This is an optimization exercise on Yosys and OpenROAD, whose aim is small area and few clock cycles, not a production implementation. Function was checked by simulation only, so behaviour that the tests miss may differ from the original. Power and IR drop assume default switching activity.

## run 1
Design slmp_record, start of the top module:
module slmp_record (
    input  wire        clk,
    input  wire        rst,
    input  wire        cmd_valid,
    output wire        cmd_ready,
    input  wire [7:0]  cmd_op,
    input  wire [15:0] cmd_n,
    input  wire        in_valid,
    output wire        in_ready,
    input  wire [23:0] in_data,
    output wire        out_valid,
    input  wire        out_ready,
    output wire [5:0]  out_field,
    output wire [2:0]  out_kind,
    output wire [31:0] out_data,
    output reg         done,
    output reg  [3:0]  st_err,
    output reg  [3:0]  st_sub,
    output reg  [15:0] olen,
    output reg  [15:0] res
);
    localparam [7:0] OP_LAYOUT = 8'h60;
    localparam [7:0] OP_SIZEOF = 8'h61;
    localparam [7:0] OP_DEC    = 8'h62;
    localparam [2:0] C_OK      = 3'd0;
    localparam [2:0] C_UNSUP   = 3'd1;   
    localparam [2:0] C_MISSING = 3'd2;   
    localparam [2:0] C_WCOUNT  = 3'd3;   
    localparam [2:0] C_NOLAY   = 3'd4;   
    localparam [2:0] C_ILLEGAL = 3'd5;   
    localparam [2:0] C_FLIMIT  = 3'd6;   
    localparam [2:0] C_LSIZE   = 3'd7;   
    localparam [1:0] ST_IDLE   = 2'd0;
    localparam [1:0] ST_LAYOUT = 2'd1;
    localparam [1:0] ST_DEC    = 2'd2;
    reg [1:0]  state;
    reg        done_q;
    reg [2:0]  code;
    reg        olen_f;        
    reg [15:0] res_q;
    reg [14:0] ring [0:63];
    reg [3:0]  s_v;           
    reg [5:0]  s_i [0:3];
    reg [3:0]  s_h;
    reg [5:0]  p0;            
    reg [7:0]  np_lo, np_hi;  
    reg        lt_valid;
    reg [5:0]  lt_last;       
    reg [15:0] lt_size;       
    reg [5:0]  fi;            
    reg [15:0] rem;           
    reg        last;          
    reg        h;             
  ...
Size: ~2,900 cells after synthesis, ~1,100 flip-flops, roughly 0.035 mm^2 of cells after synthesis.
export LEC_CHECK = 0
export CAP_MARGIN = 0
export CORE_MARGIN = 2
export CORE_UTILIZATION = 65
export CTS_BUF_LIST = sky130_fd_sc_hd__clkbuf_16
export CTS_CLUSTER_DIAMETER = 60
export CTS_CLUSTER_SIZE = 30
export SLEW_MARGIN = 0
create_clock -name core_clock -period 6.0 [get_ports {clk}]
run.sh (not shown) runs the stock make flow with config.mk's settings and CLKGATE_MAP_FILE= SYNTH_SCRIPT=/design/flow/synth_recipe.tcl, a recipe that flattens the netlist after the stock synthesis.
Run 1: PASS, flow complete, no timing, DRC or antenna violations
Testbench counts of run 1, summed over its fixed seeds: cycles 21,097.
Inputs modified between run 1 and run 2:
- a change of CTS_CLUSTER_DIAMETER from 60 to 90
- a change of CTS_CLUSTER_SIZE from 30 to 26
==> comparison <==
The clock period minus worst slack of run 2 is lower than that of run 1.
Run 1 → run 2: met3 capacity usage during global routing held steady, first-pass GRT wire length moved down, share of synthesized area spent on multiplexers held, sequential share of layout area now larger, final design utilization down 0.77 points.
Cmp run 2 vs run 1: multi-input gate share of total cell area higher in run 2
Worst setup slack | run 2 above run 1
In run 2 relative to run 1, number of clock buffers in the layout had gone down by a little under 10%.
## Diff of input files: run 3 against run 2
- a change of CTS_CLUSTER_SIZE from 26 to 30
--- outcome ---
Run 3 vs run 2 — part of the total power dissipated in the clock network dropped 1.1 points.
On met1 layer usage reported by global route, run 3 and run 2 are basically level.
Total number of nets in the final design essentially unchanged between run 3 and run 2.

---

## wip/quartz
slmp_record, a different RTL version from the one above (not shown whole).
Size in the first run: roughly 1,200 flip-flops, roughly 140 I/O pins, about 34,000 µm² of cells after synthesis.
==> flow/design.v (excerpt) <==
module slmp_record (
    input  wire        clk,
    input  wire        rst,
    input  wire        cmd_valid,
    output wire        cmd_ready,
    input  wire [7:0]  cmd_op,
    input  wire [15:0] cmd_n,
    input  wire        in_valid,
    output wire        in_ready,
    input  wire [23:0] in_data,
    output wire        out_valid,
    input  wire        out_ready,
    output wire [5:0]  out_field,
    output wire [2:0]  out_kind,
    output wire [31:0] out_data,
    output reg         done,
    output reg  [3:0]  st_err,
    output reg  [3:0]  st_sub,
    output reg  [15:0] olen,
    output reg  [15:0] res
);
clock: 6.0 ns
lec_check: 0
cap_margin: 20
core_margin: 2
core_utilization: 55
cts_buf_list: sky130_fd_sc_hd__clkbuf_16
cts_cluster_diameter: 90
cts_cluster_size: 30
slew_margin: 20
standard.sh (not shown) runs the stock make flow with config.mk's settings and CLKGATE_MAP_FILE= SYNTH_SCRIPT=/design/flow/synth_recipe.tcl, a recipe that flattens the netlist after the stock synthesis.
==> flow/flow/run.sh <==
#!/bin/bash
# The standard layout, except that synthesis maps the logic with ABC's area
# mapper (flow/area.abc) instead of ORFS's delay-oriented ABC script.
# Everything else in synthesis (synth_recipe.tcl, ORFS synth.tcl) is unchanged,
# so the registers are the standard synthesis's.
set -euo pipefail
here=$(pwd)
{
  cat <<TCL
proc abc {args} {
  set i [lsearch -exact \$args -script]
  if { \$i >= 0 } { set args [lreplace \$args \$i [expr {\$i + 1}]] }
  set i [lsearch -exact \$args -D]
  if { \$i >= 0 } { set args [lreplace \$args \$i [expr {\$i + 1}]] }
  yosys abc -script $here/flow/area.abc {*}\$args
}
TCL
  cat synth_recipe.tcl
} > area_synth.tcl
sed "s#SYNTH_SCRIPT=[^ ]*#SYNTH_SCRIPT=$here/area_synth.tcl#" standard.sh > area_standard.sh
grep -q "SYNTH_SCRIPT=$here/area_synth.tcl" area_standard.sh
bash area_standard.sh > flow_make.log 2>&1
==> flow/flow/area.abc <==
strash
dc2
dch -f
amap
topo
Testbench counts of wip/quartz, summed over its fixed seeds: cycles 21,097.
Modified inputs, wip/amber compared to wip/quartz
- CORE_UTILIZATION changed from 55 to 65
- CAP_MARGIN changed from 20 to 0
- SLEW_MARGIN changed from 20 to 0
==> flow/run.sh (new file) <==
#!/bin/bash
# synth_recipe.tcl (not shown) runs the flow's synth.tcl, then flattens the netlist and writes it again
# the make line also repeats each setting of config.mk as NAME=value (left out here)
make -C /OpenROAD-flow-scripts/flow DESIGN_CONFIG=/design/flow/config.mk WORK_HOME=/design/flow/orfs CLKGATE_MAP_FILE= SYNTH_SCRIPT=/design/flow/synth_recipe.tcl finish
removed: flow/flow/run.sh
removed: flow/flow/area.abc
removed: flow/standard.sh
NOTE: data arrival time of the critical path in wip/amber falls short of that of wip/quartz. Comparing number of gates on the worst path with buffers counted for wip/quartz and wip/amber, the bigger number came from wip/quartz. Relative to wip/quartz, footprint of the multi-input gates has gone up in wip/amber. Per the comparison of wip/amber with wip/quartz, register share of the cell area shows an increase of 0.64 points, final worst-path setup slack picked up an extra 790 ps.
What wip/nickel does differently from wip/amber at the input level:
- CORE_UTILIZATION: 65 -> 70
Findings:
wip/nickel against wip/amber: combinational gate power climbed 9.5%, routed wire length did not really move, part of the power in combinational logic went up.
## Diff of input files: wip/yarrow against wip/nickel
- CAP_MARGIN now 20, was 0
- SLEW_MARGIN now 20, was 0
- CORE_UTILIZATION now 55, was 70
Findings:
Between wip/nickel and wip/yarrow, the flow reports area of all placed cells without fillers increasing slightly.
Between wip/nickel and wip/yarrow, the flow reports largest net degree at the start of global routing increasing by more than 10%.
Global-route usage: wip/yarrow vs wip/nickel down 5.9 points
Diff wip/yarrow..wip/nickel | number of nets in the layout | negligible
Looking at first element of the critical path, the in_data[6] result is from wip/yarrow; the bv$_DFFE_PN_ one comes from wip/nickel.
Relative to wip/nickel, the share of power burned in combinational logic of wip/yarrow is lower by 0.5 points.
Comparing vias after detailed routing for wip/yarrow and wip/nickel, the smaller number came from wip/yarrow.
Re number of clock buffers in the layout: wip/yarrow is 2.1% up on wip/nickel.
Comparing wip/yarrow and wip/nickel, the higher worst endpoint data arrival time is on wip/nickel.

==> what the ideal ports hide <==
Ports are ideal in the flow. The routed layouts listed here were re-timed in OpenROAD.
Step 1: set_driving_cell puts a clkbuf_16 on clk and a buf_2 on each other input, an assumption about the parent block.
Step 2 also shifts input and output timing later by t, the mid clock arrival at the registers, as if the neighbouring blocks saw the same clock.
a / b / c = ideal ports / drivers / drivers and shift; a / b = the first two.
run | t (ns) | setup slack, ns | hold WS [ns] | worst slew at a driven data input, ns
run 1 | 0.702 | 0.635 / 0.580 / 0.339 | 0.342 / 0.342 / 0.342 | 0.08
run 2 | 0.688 | 0.665 / 0.612 / 0.359 | 0.334 / 0.334 / 0.334 | 0.07
run 3 | 0.678 | 0.687 / 0.633 / 0.376 | 0.344 / 0.344 / 0.344 | 0.07
wip/quartz | 0.692 | 0.383 / 0.389 / -0.279 | 0.345 / 0.345 / 0.345 | 0.10
wip/amber | 0.681 | 1.169 / 1.133 / 0.756 | 0.348 / 0.348 / 0.348 | 0.07
wip/nickel | 0.688 | 0.801 / 0.737 / 0.588 | 0.326 / 0.326 / 0.326 | 0.08
wip/yarrow | 0.701 | 1.164 / 1.136 / 0.576 | 0.344 / 0.344 / 0.344 | 0.08
With both steps, setup timing fails in wip/quartz, where it was met with ideal ports. The setup slack of wip/quartz, which loses most, moves by +0.006 ns with the drivers and by -0.662 ns with both steps.
